Context: an optimization exercise on an open-source flow, tuned for a short achievable clock period and few clock cycles. The choices shown serve that exercise and are no tape-out recipe. In this exercise RTL edits were held to simulation tests only and were not proved equivalent to the original. No activity file was given, so power comes from the tool's default toggle rates.

==> inputs of job 9725 <==
Design acars_framer, start of the top module:
module acars_framer (
    input  wire       clk,
    input  wire       rst,
    input  wire       bit_valid,
    input  wire       bit_in,
    output wire       bit_ready,
    output wire       out_valid,
    input  wire       out_ready,
    output wire [7:0] out_data,
    output wire       out_last,
    output wire       out_corrected
);
    localparam [39:0] SYNC_CHECK = 40'h01_1616_2AAB;
    localparam [7:0]  ODD_SOH    = 8'h01;
    localparam [7:0]  ODD_ETX    = 8'h83;
    localparam [7:0]  ODD_ETB    = 8'h97;
    localparam [2:0] S_HEADLOST  = 3'd0,
                     S_HEADFOUND = 3'd1,
                     S_SYNC      = 3'd2,
                     S_TEXT      = 3'd3,
                     S_CRC1      = 3'd4,
                     S_CRC2      = 3'd5,
                     S_END       = 3'd6;
    function [15:0] crc_byte;
        input [15:0] c;
        input [7:0]  b;
        integer k;
        reg [15:0] r;
        begin
            r = c ^ {8'h00, b};
            for (k = 0; k < 8; k = k + 1)
                r = r[0] ? ((r >> 1) ^ 16'h8408) : (r >> 1);
            crc_byte = r;
        end
    endfunction
    function [2:0] pop5;
        input [4:0] v;
        begin
            pop5 = {2'b00, v[0]} + {2'b00, v[1]} + {2'b00, v[2]} +
                   {2'b00, v[3]} + {2'b00, v[4]};
        end
    endfunction
    function [2:0] sat4;    
  ...
export LEC_CHECK = 0
export ABC_CLOCK_PERIOD_IN_PS = 2500
export CAP_MARGIN = 20
export CORE_MARGIN = 2
export CORE_UTILIZATION = 55
export CTS_CLUSTER_DIAMETER = 80
export CTS_CLUSTER_SIZE = 30
export PLACE_DENSITY = 0.7
export SLEW_MARGIN = 20
create_clock -name core_clock -period 9.0 [get_ports {clk}]
standard.sh (not shown) runs the stock make flow with config.mk's settings and CLKGATE_MAP_FILE= SYNTH_SCRIPT=/design/flow/synth_recipe.tcl, a recipe that flattens the netlist after the stock synthesis.
==> flow/flow/run.sh <==
#!/bin/bash
set -euo pipefail
export BUFFER_PORTS_ARGS="-buffer_cell sky130_fd_sc_hd__buf_4"
export SETUP_SLACK_MARGIN=6.2
export PRE_RESIZE_TCL="$PWD/flow/pre_resize.tcl"
bash standard.sh > standard_flow.log 2>&1
==> flow/flow/pre_resize.tcl <==
# Keep every net's fanout small, so that no signal net spans much of the die.
set_max_fanout 24 [current_design]
==> job 2982 (differences from job 9725) <==
--- a/flow/config.mk
+++ b/flow/config.mk
@@ -10,6 +10,5 @@
 export CORE_MARGIN = 2
-export CORE_UTILIZATION = 55
-export CTS_CLUSTER_DIAMETER = 80
-export CTS_CLUSTER_SIZE = 30
-export PLACE_DENSITY = 0.7
+export CORE_UTILIZATION = 40
+export GPL_TIMING_DRIVEN = 1
+export PLACE_DENSITY = 0.6
 export SLEW_MARGIN = 20
==> qor.log <==
[sta] transition time at the pin with the least slew margin 1290 ps
[global_routing] M1 GR Usage 47.7%
[run_status] layout check failures antenna violations
[detailed_routing] wire length per cell after detailed routing 31.4 µm
[die] chip width 601 µm
[run_status] outcome failed layout checks
[power] share of power burned in registers 56.4%
[place] detailed-placement wirelength estimate 497 mm
[die] row cnt 219
[detailed_routing] Detail Route Antenna Nets 1
[power] proportion of power drawn by the clock network 30.8%
[critical_path] critical path arrival 1590 ps
That was job 9725.
==> qor.log <==
[run_status] outcome finished clean
[final_layout] number of flip-flops and latches 3,772
[place] detailed-placement wirelength estimate 522 mm
[global_routing] vias in the first global route 151,000
[power] proportion of power drawn by the clock network 40.9%
[clock_network] number of clock sinks seen by CTS 3,772
[power] share of power burned in registers 47.8%
[final_layout] most common cell after layout, fill and taps aside sky130_fd_sc_hd__edfxtp_1
[power] peak supply drop 0.174 mV
[die] total core area 489,000 µm²
[critical_path] critical path arrival 1540 ps
[detailed_routing] Detail Route Antenna Nets 0
[die] row cnt 257
[critical_path] gate family responsible for the most delay along the worst path flip-flops
[global_routing] M1 GR Usage 36.7%
[die] IO Pins 17
[critical_path] worst reg2reg startpoint vv[28][4]
[die] chip width 704 µm
[clock_network] clock tree from TritonCTS yes
[sta] transition time at the pin with the least slew margin 1240 ps
[detailed_routing] wire length per cell after detailed routing 30.0 µm
That was job 2982.
Testbench counts of job 9725, summed over its fixed seeds: cycles 42,714.
Testbench counts of job 2982, summed over its fixed seeds: cycles 42,714.

## re-timing with driven ports
In the flow no input, the clock included, has a driving cell. The finished layouts below were timed again as built, in two steps. Step 1: set_driving_cell puts a clkbuf_16 on clk and a buf_2 on each other input, an assumption about the parent block. Step 2, shift: input delay + t, output delay - t, t = (earliest + latest rising clock arrival at the registers) / 2. This alone moves slack from input paths to output paths. Slacks: no drivers / after step 1 / after step 2; pairs: no drivers / after step 1.
| run | t, ns | slack for setup (ns) | hold slack, ns | worst setup path after step 2 | slew at the worst register clock pin (ns) |
|---|---|---|---|---|---|
| job 9725 | 1.039 | 5.605 / 5.502 / 5.176 | 0.348 / 0.348 / 0.348 | input to register | 0.12 / 0.12 |
| job 2982 | 1.088 | 5.658 / 5.540 / 5.249 | 0.314 / 0.314 / 0.314 | input to register | 0.07 / 0.07 |
The setup slack of job 9725, which loses most, moves by -0.103 ns with the drivers and by -0.429 ns with both steps.
